From an optimization exercise on the open Yosys and OpenROAD flow, aimed at small area; shortcuts taken in it are not production practice. Where RTL was checked, it was by simulation tests only, not by an equivalence proof against the original. No activity file was given, so power comes from the tool's default toggle rates.

Design f405_sio, start of the top module:
module f405_sio (
    input  wire        clk,
    input  wire        rst,
    input  wire        cmd_valid,
    output wire        cmd_ready,
    input  wire [39:0] cmd_word,
    output wire        resp_valid,
    output wire [31:0] resp_data,
    output wire [1:0]  resp_err,
    output wire        line_out,
    input  wire        raw_we,
    input  wire [2:0]  raw_ch,
    input  wire [15:0] raw_data,
    input  wire        scan_done,
    input  wire [2:0]  cfg_fail,
    output wire        scan_ack
);
    localparam [7:0] OP_CTEN    = 8'h01;
    localparam [7:0] OP_GOALC   = 8'h02;
    localparam [7:0] OP_GOALMS  = 8'h03;
    localparam [7:0] OP_REACHED = 8'h04;
    localparam [7:0] OP_SLEEP   = 8'h05;
    localparam [7:0] OP_TXINIT  = 8'h08;
    localparam [7:0] OP_TX      = 8'h09;
    localparam [7:0] OP_TXIDX   = 8'h0A;
    localparam [7:0] OP_ACQINIT = 8'h10;
    localparam [7:0] OP_ACQRD   = 8'h11;
    localparam [4:0] S_IDLE  = 5'd0;
    localparam [4:0] S_RESP  = 5'd1;    
    localparam [4:0] S_CTEN  = 5'd2;    
    localparam [4:0] S_ZERO  = 5'd3;    
    localparam [4:0] S_ACQ0  = 5'd4;    
    localparam [4:0] S_ACQI  = 5'd5;    
    localparam [4:0] S_BADCH = 5'd6;    
    localparam [4:0] S_ILL   = 5'd7;    
    localparam [4:0] S_SNAP  = 5'd8;    
    localparam [4:0] S_ADD   = 5'd9;    
    localparam [4:0] S_SHR   = 5'd10;   
    localparam [4:0] S_RD0   = 5'd11;   
    localparam [4:0] S_RDW   = 5'd12;   
    localparam [4:0] S_RDS   = 5'd13;   
    localparam [4:0] S_SLP0  = 5'd14;   
    localparam [4:0] S_SLP1  = 5'd15;   
    localparam [4:0] S_MDI   = 5'd16;   
    localparam [4:0] S_MUL   = 5'd17;   
    localparam [4:0] S_DIV   = 5'd18;   
  ...
==> flow/config.mk <==
export PLATFORM = sky130hd
export DESIGN_NAME = f405_sio
export DESIGN_NICKNAME = f405_sio
export VERILOG_FILES = /design/flow/design.v
export SDC_FILE = /design/flow/constraint.sdc
export NUM_CORES = 4
export LEC_CHECK = 0
export ABC_AREA = 1
export CAP_MARGIN = 20
export CORE_MARGIN = 2
export CORE_UTILIZATION = 70
export SLEW_MARGIN = 20
==> flow/constraint.sdc <==
create_clock -name core_clock -period 12.0 [get_ports {clk}]
set_input_delay 2.4000 -clock core_clock [delete_from_list [all_inputs] [get_ports {clk}]]
set_output_delay 2.4000 -clock core_clock [all_outputs]
set_load 0.01 [all_outputs]
standard.sh (not shown) runs the stock make flow with config.mk's settings and CLKGATE_MAP_FILE= SYNTH_SCRIPT=/design/flow/synth_recipe.tcl, a recipe that flattens the netlist after the stock synthesis.
==> flow/flow/run.sh <==
#!/bin/bash
# The standard layout, with a leaner clock tree: no dummy loads and
# sink clusters of up to 16 flip-flops per clkbuf_8 leaf buffer.
set -euo pipefail
export CTS_ARGS="-sink_clustering_enable -repair_clock_nets -dont_use_dummy_load -buf_list sky130_fd_sc_hd__clkbuf_8 -sink_clustering_size 16 -sink_clustering_max_diameter 60"
bash standard.sh > standard_make.log 2>&1
Edit:
==> flow/flow/run.sh (replaced) <==
#!/bin/bash
# The standard layout, with a leaner clock tree: no dummy loads and
# sink clusters of up to 16 flip-flops per clkbuf_8 leaf buffer.
set -euo pipefail
export CTS_ARGS="-sink_clustering_enable -repair_clock_nets -dont_use_dummy_load -buf_list sky130_fd_sc_hd__clkbuf_8 -sink_clustering_size 18 -sink_clustering_max_diameter 50"
bash standard.sh > standard_make.log 2>&1
CORE_UTILIZATION = 85   (was 70)
PLACE_DENSITY = 0.9   (was not set)
After rerunning: This time the run stopped in global routing with GRT-0116; synthesized area does not change; synthesized cell count stays the same.

---

f405_sio, a different RTL version from the one above (not shown whole).
Size in the first run: about 2,900 flip-flops, ~110 I/O pins, roughly 71,000 µm² of cells after synthesis.
==> flow/config.mk <==
export PLATFORM = sky130hd
export DESIGN_NAME = f405_sio
export DESIGN_NICKNAME = f405_sio
export VERILOG_FILES = /design/flow/design.v
export SDC_FILE = /design/flow/constraint.sdc
export NUM_CORES = 4
export LEC_CHECK = 0
export ABC_AREA = 1
export CAP_MARGIN = 20
export CORE_MARGIN = 2
export CORE_UTILIZATION = 70
export SLEW_MARGIN = 20
==> flow/constraint.sdc <==
create_clock -name core_clock -period 12.0 [get_ports {clk}]
set_input_delay 2.4000 -clock core_clock [delete_from_list [all_inputs] [get_ports {clk}]]
set_output_delay 2.4000 -clock core_clock [all_outputs]
set_load 0.01 [all_outputs]
==> flow/flow/run.sh <==
#!/bin/bash
# Standard layout with a leaner clock tree: no dummy loads, larger sink clusters.
set -euo pipefail
export CTS_ARGS="-sink_clustering_enable -repair_clock_nets -dont_use_dummy_load -buf_list sky130_fd_sc_hd__clkbuf_8 -sink_clustering_size 16 -sink_clustering_max_diameter 60"
bash standard.sh > standard_make.log 2>&1
The starting point finished clean.
Next try:
==> flow/run.sh (new file) <==
#!/bin/bash
# synth_recipe.tcl (not shown) runs the flow's synth.tcl, then flattens the netlist and writes it again
# the make line also repeats each setting of config.mk as NAME=value (left out here)
make -C /OpenROAD-flow-scripts/flow DESIGN_CONFIG=/design/flow/config.mk WORK_HOME=/design/flow/orfs CLKGATE_MAP_FILE= SYNTH_SCRIPT=/design/flow/synth_recipe.tcl finish
--- a/flow/config.mk
+++ b/flow/config.mk
@@ -11,2 +11,4 @@
 export CORE_UTILIZATION = 70
+export CTS_BUF_LIST = sky130_fd_sc_hd__clkbuf_8
+export CTS_CLUSTER_SIZE = 24
 export SLEW_MARGIN = 20
removed: flow/flow/run.sh
removed: flow/standard.sh
Outcome: Synthesized cell count does not change; routed wire length increases by 13%; total power increases by about 21%.
Function was not checked in any run of this note: the RTL went through the layout flow alone.

==> port drivers added, routing unchanged <==
No port has a modelled driver above. Below, the same layouts with a new extraction and two added sets of constraints.
Step 1: set_driving_cell puts a clkbuf_16 on clk and a buf_2 on each other input, an assumption about the parent block.
Step 2 also shifts input and output timing later by t, the mid clock arrival at the registers, as if the neighbouring blocks saw the same clock.
Slacks: ideal ports / drivers / drivers and shift; pairs: ideal ports / drivers.
run	shift t [ns]	slack for setup (ns)	worst slew at a driven data input, ns
the first run of note 1	0.898	6.041 / 6.013 / 6.013	0.12
the first run of note 2	0.907	6.067 / 6.022 / 6.022	0.09
the second run of note 2	1.011	6.068 / 6.034 / 6.034	0.09
After both steps setup and hold are still met in every run listed. The setup slack of the first run of note 2, which loses most, moves by -0.045 ns with the drivers and by -0.045 ns with both steps.
